Background: an optimization exercise with open tools, aiming at small area, a short achievable clock period and few clock cycles per item. Do not read the settings as production practice.
In this exercise RTL edits were held to simulation tests only and were not proved equivalent to the original.
Power and IR drop assume default switching activity.

==> inputs of 06-06 <==
// rng90_codec
module rng90_codec (
    input  wire        clk,
    input  wire        rst,
    input  wire        cmd_valid,
    output wire        cmd_ready,
    input  wire [7:0]  cmd_opcode,
    input  wire [7:0]  cmd_param1,
    input  wire [15:0] cmd_param2,
    input  wire [7:0]  cmd_len,
    input  wire        din_valid,
    output wire        din_ready,
    input  wire [7:0]  din_data,
    output wire        tx_valid,
    input  wire        tx_ready,
    output wire [7:0]  tx_data,
    output wire        tx_last,
    input  wire        rsp_valid,
    output wire        rsp_ready,
    input  wire [5:0]  rsp_cap,
    input  wire        rx_valid,
    output wire        rx_ready,
    input  wire [7:0]  rx_data,
    output wire        res_valid,
    input  wire        res_ready,
    output wire        res_ok,
    output wire [7:0]  res_count,
    output wire        pl_valid,
    input  wire        pl_ready,
    output wire [7:0]  pl_data,
    output wire        pl_last
);
    rng90_framer u_framer (
        .clk       (clk),
        .rst       (rst),
        .cmd_valid (cmd_valid),
        .cmd_ready (cmd_ready),
  ...
Settings: LEC_CHECK=0, ABC_CLOCK_PERIOD_IN_PS=2400, CAP_MARGIN=20, CORE_MARGIN=2, CORE_UTILIZATION=55, PLACE_DENSITY=0.72, SETUP_SLACK_MARGIN=3.25, SLEW_MARGIN=20; clock period 5.5 ns.
standard.sh (not shown) runs the stock make flow with config.mk's settings and CLKGATE_MAP_FILE= SYNTH_SCRIPT=/design/flow/synth_recipe.tcl, a recipe that flattens the netlist after the stock synthesis.
==> flow/flow/run.sh <==
#!/bin/bash
# The standard layout, with plain buffers on the ports (instead of the delay
# cells buffer_ports picks by default), resizing not tied to footprints, and
# a flatter clock tree (larger sink clusters, no dummy loads).
set -euo pipefail
bash standard.sh \
  "BUFFER_PORTS_ARGS=-buffer_cell sky130_fd_sc_hd__buf_2" \
  MATCH_CELL_FOOTPRINT=0 \
  "CTS_ARGS=-sink_clustering_enable -repair_clock_nets -sink_clustering_size 24 -sink_clustering_max_diameter 80 -dont_use_dummy_load" \
  finish > flow_make.log 2>&1
==> 01-04 (differences from 06-06) <==
--- a/flow/design.v
+++ b/flow/design.v
@@ -39,71 +39,76 @@
                        P_P1   = 3,
                        P_P2L  = 4,
                        P_P2H  = 5,
                        P_DATA = 6,
                        P_CRCL = 7,
                        P_CRCH = 8;
     reg [8:0]  ps;
+    reg [7:0]  f_op, f_p1;   
+    reg [15:0] f_p2;
     reg [7:0]  left;         
     reg        cmd_rdy, din_rdy;
     reg [15:0] crc;          
     reg        tx_v, tx_l, tx_cov;
     reg [7:0]  tx_d;
-    reg        sk_v, sk_cov;  
-    reg [7:0]  sk_d;
+    reg        sk_v, sk_sel;  
     assign cmd_ready = cmd_rdy;
     assign din_ready = din_rdy;
     assign tx_valid  = tx_v;
     assign tx_data   = tx_d;
     assign tx_last   = tx_l;
     wire pop = tx_v && tx_ready;
     wire [15:0] crc_full;    
     rng90_crc_step u_crc (
         .crc_in (crc),
         .data   (tx_d),
         .crc_out(crc_full)
     );
     wire [15:0] crc_now = (tx_v && tx_cov) ? crc_full : crc;
     wire [7:0] cnt_b  = left + 8'd7;
-    wire       push_r = (ps[P_SEL] && cmd_valid) || ps[P_CNT] ||
-                        ((ps[P_OP] || ps[P_P1] || ps[P_P2L]) && cmd_valid) ||
-                        (cmd_valid && cmd_rdy) || (din_valid && din_rdy) ||
-                        ps[P_CRCL] || ps[P_CRCH];
-    wire       push   = push_r && !sk_v;
+    wire       cmd_fire = cmd_valid && cmd_rdy;
+    wire       din_fire = din_valid && din_rdy;
+    wire       reg_src  = ps[P_CNT] || ps[P_OP] || ps[P_P1] || ps[P_P2L] || ps[P_P2H] ||
+                          ps[P_CRCL] || ps[P_CRCH];
+    wire       head_free = !tx_v || pop;
+    wire       push   = (cmd_fire || din_fire || (reg_src && head_free)) && !sk_v;
     wire [7:0] pd     = ({8{ps[P_SEL]}}  & 8'h03) |
                         ({8{ps[P_CNT]}}  & cnt_b) |
-                        ({8{ps[P_OP]}}   & cmd_opcode) |
-                        ({8{ps[P_P1]}}   & cmd_param1) |
-                        ({8{ps[P_P2L]}}  & cmd_param2[7:0]) |
-                        ({8{ps[P_P2H]}}  & cmd_param2[15:8]) |
+                        ({8{ps[P_OP]}}   & f_op) |
+                        ({8{ps[P_P1]}}   & f_p1) |
+                        ({8{ps[P_P2L]}}  & f_p2[7:0]) |
+                        ({8{ps[P_P2H]}}  & f_p2[15:8]) |
                         ({8{ps[P_DATA]}} & din_data) |
                         ({8{ps[P_CRCL]}} & crc_now[7:0]) |
-                        ({8{ps[P_CRCH]}} & crc_now[15:8]);
+                        ({8{ps[P_CRCH]}} & crc[15:8]);
     wire       p_cov  = |ps[P_DATA:P_CNT];
     wire       p_last = ps[P_CRCH];
     wire       l_zero = (left == 8'd0);
     wire       l_one  = (left == 8'd1);
     wire [8:0] ps_adv = {ps[P_CRCL],
                          (ps[P_P2H] && l_zero) || (ps[P_DATA] && l_one),
                          (ps[P_P2H] && !l_zero) || (ps[P_DATA] && !l_one),
                          ps[P_P2L], ps[P_P1], ps[P_OP], ps[P_CNT], ps[P_SEL],
                          ps[P_CRCH]};
     wire [8:0] ps_n   = push ? ps_adv : ps;
-    wire head_free = !tx_v || pop;
-    wire sk_v_n    = head_free ? (sk_v && push) : (sk_v || push);
+    wire sk_v_n    = !head_free && (sk_v || push);
     always @(posedge clk) begin
         if (head_free) begin
-            tx_d <= sk_v ? sk_d : pd;
-            tx_l   <= sk_v ? ps[P_SEL] : p_last;
-            tx_cov <= sk_v ? sk_cov : p_cov;
-        end
-        if (push && !(head_free && !sk_v)) begin
-            sk_d   <= pd;
-            sk_cov <= p_cov;
+            tx_d   <= sk_v ? (sk_sel ? 8'h03 : f_op) : pd;
+            tx_l   <= !sk_v && p_last;
+            tx_cov <= sk_v ? !sk_sel : p_cov;
         end
+        if (push && !head_free)
+            sk_sel <= ps[P_SEL];
+        if (cmd_fire) begin
+            f_op <= cmd_opcode;
+            f_p1 <= cmd_param1;
+            f_p2 <= cmd_param2;
+        end else if (din_fire && !head_free)
+            f_op <= din_data;
         if (push && ps[P_SEL])
             left <= cmd_len;
         else if (push && ps[P_DATA])
             left <= left - 8'd1;
     end
     always @(posedge clk) begin
         if (rst) begin
@@ -111,15 +116,15 @@
             cmd_rdy <= 1'b0;
             din_rdy <= 1'b0;
             crc     <= 16'h0000;
             tx_v    <= 1'b0;
             sk_v    <= 1'b0;
         end else begin
             ps      <= ps_n;
-            cmd_rdy <= ps_n[P_P2H] && !sk_v_n;
+            cmd_rdy <= ps_n[P_SEL] && !sk_v_n;
             din_rdy <= ps_n[P_DATA] && !sk_v_n;
             if (pop)
                 crc <= tx_l ? 16'h0000 : crc_now;
             if (head_free)
                 tx_v <= sk_v || push;
             sk_v    <= sk_v_n;
         end
@@ -147,15 +152,15 @@
     reg        q_v;
     reg  [5:0] q_cap;
     reg        rsp_rdy;
     reg        r_act;        
     reg  [7:0] rc;           
     reg  [5:0] cc;           
     reg        rx_rdy;
-    reg        b_v, b_first, b_last, b_pay, b_hi, b_hm;
+    reg        b_v, b_first, b_last, b_wr, b_hi, b_hm;
     reg  [7:0] b_d;
     reg  [7:0] cnt;
     reg [15:0] crc;
     reg        lo_ok;
     reg  [8:0] mem [0:DEPTH-1];
     reg  [5:0] wptr, cptr, rptr;
     reg        o_v, o_ok, s_v, s_ok;
@@ -186,18 +191,19 @@
     rng90_crc_step u_crc (
         .crc_in (crc),
         .data   (b_d),
         .crc_out(crc_next)
     );
     wire ok     = b_hi && lo_ok && b_hm;
     wire push   = b_v && b_last;
-    wire wr     = b_v && b_pay;
+    wire wr     = b_wr;      
     wire commit = push && ok;
     reg  cav;                
-    wire p_pop  = (cav || (commit && (wptr != cptr))) && (!p_v || pl_ready);
+    reg  unc;                
+    wire p_pop  = (cav || (commit && unc)) && (!p_v || pl_ready);
     wire [5:0] rptr_1 = rptr + 6'd1;
     wire cav_n  = commit ? (p_pop ? (rptr_1 != wptr) : (rptr != wptr))
                          : (p_pop ? (rptr_1 != cptr) : cav);
     wire o_pop = !o_v || res_ready;
     reg        occ29, occ30, occ31;
     wire       a_pay2 = first || ((rc > 8'd4) && (cc > 6'd4));
     wire       nxt_pay = rx_fire ? a_pay2 : a_pay;
@@ -211,15 +217,19 @@
                         (!a1 || (p_pop && !a2));
     wire       lk     = rx_fire && a_last;
     wire       r_room = !s_v && !(o_v && push) && !(o_v && lk) && !(push && lk);
     wire       rewind = push && !ok;
     wire [5:0] wptr_n = rewind ? cptr : (wptr + {5'd0, wr});
     wire [5:0] rptr_n = p_pop ? rptr_1 : rptr;
     reg  [5:0] occ;
-    wire [5:0] occ_n  = rewind ? (cptr - rptr_n) : (occ + {5'd0, wr} - {5'd0, p_pop});
+    wire [5:0] occ_w   = occ + {5'd0, wr};
+    wire [5:0] occ_wm1 = occ + {5'd0, wr} - 6'd1;
+    wire [5:0] occ_c   = cptr - rptr;
+    wire [5:0] occ_cm1 = cptr - rptr - 6'd1;
+    wire [5:0] occ_n   = rewind ? (p_pop ? occ_cm1 : occ_c) : (p_pop ? occ_wm1 : occ_w);
     wire       o_le28 = !occ[5] && (occ[4:0] <= 5'd28);
     wire       o_29   = (occ == 6'd29);
     wire       o_30   = (occ == 6'd30);
     wire       o_31   = (occ == 6'd31);
     wire       o_32   = (occ == 6'd32);
     wire       x_le29 = o_le28 || (o_29 && !wr);
     wire       x_30   = wr ? o_29 : o_30;
@@ -233,15 +243,14 @@
             q_cap <= rsp_cap;
         if (rx_fire) begin
             rc      <= first ? rx_data : rc - 8'd1;
             cc      <= first ? q_cap   : cc - 6'd1;
             b_d     <= rx_data;
             b_first <= first;
             b_last  <= a_last;
-            b_pay   <= a_pay;
             b_hi    <= !first && (rc == 8'd2);
             b_hm    <= (rx_data == crc[15:8]);
         end
         if (b_v) begin
             if (b_first) cnt <= b_d;
             if (b_first)
                 lo_ok <= 1'b0;
@@ -271,41 +280,45 @@
     always @(posedge clk) begin
         if (rst) begin
             q_v     <= 1'b0;
             rsp_rdy <= 1'b0;
             r_act   <= 1'b0;
             rx_rdy  <= 1'b0;
             b_v     <= 1'b0;
+            b_wr    <= 1'b0;
             crc     <= 16'h0000;
             wptr    <= 6'd0;
             cptr    <= 6'd0;
             rptr    <= 6'd0;
             occ29   <= 1'b1;
             cav     <= 1'b0;
+            unc     <= 1'b0;
             occ     <= 6'd0;
             occ30   <= 1'b0;
             occ31   <= 1'b0;
             o_v     <= 1'b0;
             s_v     <= 1'b0;
             p_v     <= 1'b0;
         end else begin
             q_v     <= q_v_n;
             rsp_rdy <= !q_v_n;
             r_act   <= r_act_n;
             rx_rdy  <= (r_act_n || q_v_n) && p_room && r_room;
             b_v     <= rx_fire;
+            b_wr    <= rx_fire && a_pay;
             if (b_v && b_last)
                 crc <= 16'h0000;
             else if (b_v && b_cov)
                 crc <= crc_next;
             if (commit)
                 cptr <= wptr + {5'd0, wr};
             wptr  <= wptr_n;
             rptr  <= rptr_n;
             cav   <= cav_n;
+            unc   <= !push && (unc || wr);
             occ   <= occ_n;
             occ29 <= n_le29;
             occ30 <= n_30;
             occ31 <= n_31;
             if (p_pop)
                 p_v <= 1'b1;
             else if (pl_ready)
==> flow/config.mk (replaced) <==
export PLATFORM = sky130hd
export DESIGN_NAME = rng90_codec
export DESIGN_NICKNAME = rng90_codec
export VERILOG_FILES = /design/flow/design.v
export SDC_FILE = /design/flow/constraint.sdc
export NUM_CORES = 4
export LEC_CHECK = 0
export ABC_CLOCK_PERIOD_IN_PS = 2000
export CAP_MARGIN = 20
export CORE_MARGIN = 2
export CORE_UTILIZATION = 60
export PLACE_DENSITY = 0.76
export SETUP_SLACK_MARGIN = 3.3
export SLEW_MARGIN = 20
==> run notes <==
Via count: 01-04 is higher than 06-06 (0.97%). Between 06-06 and 01-04, the lower utilization is in 06-06 (gap 5.5 points). Of 06-06 and 01-04, 01-04 has the higher combinational power (gap about 54%, measured against 01-04). Sequential power: 06-06 is lower than 01-04 (about 11%). Critical path depth: 06-06 is higher than 01-04 (11). In 01-04 the routed wire length is higher than in 06-06, by about 6%.
Testbench counts of 06-06, summed over its fixed seeds: cycles 38,863, items 2,080.
Testbench counts of 01-04, summed over its fixed seeds: cycles 38,871, items 2,080.

-- separate check: timing with driven ports --
The flow's constraints put no driver on any port. The routed layouts listed below were extracted and timed again, unchanged, in two steps. Step 1: set_driving_cell puts a clkbuf_16 on clk and a buf_2 on each other input, an assumption about the parent block. Step 2 times the ports against the registers' clock, not the clock port: input delays grow and output delays shrink by t, the midpoint of the rising clock arrivals with the driver on. Slacks: ideal ports / drivers / drivers and shift; pairs: ideal ports / drivers.
run | t, ns | setup WS [ns] | pins driven straight from the clock port
06-06 | 0.597 | 2.657 / 2.657 / 2.094 | 1
01-04 | 0.604 | 3.175 / 3.117 / 2.802 | 1
After both steps every run listed still meets setup and hold. The setup slack of 06-06, which loses most, moves by 0.000 ns with the drivers and by -0.563 ns with both steps.
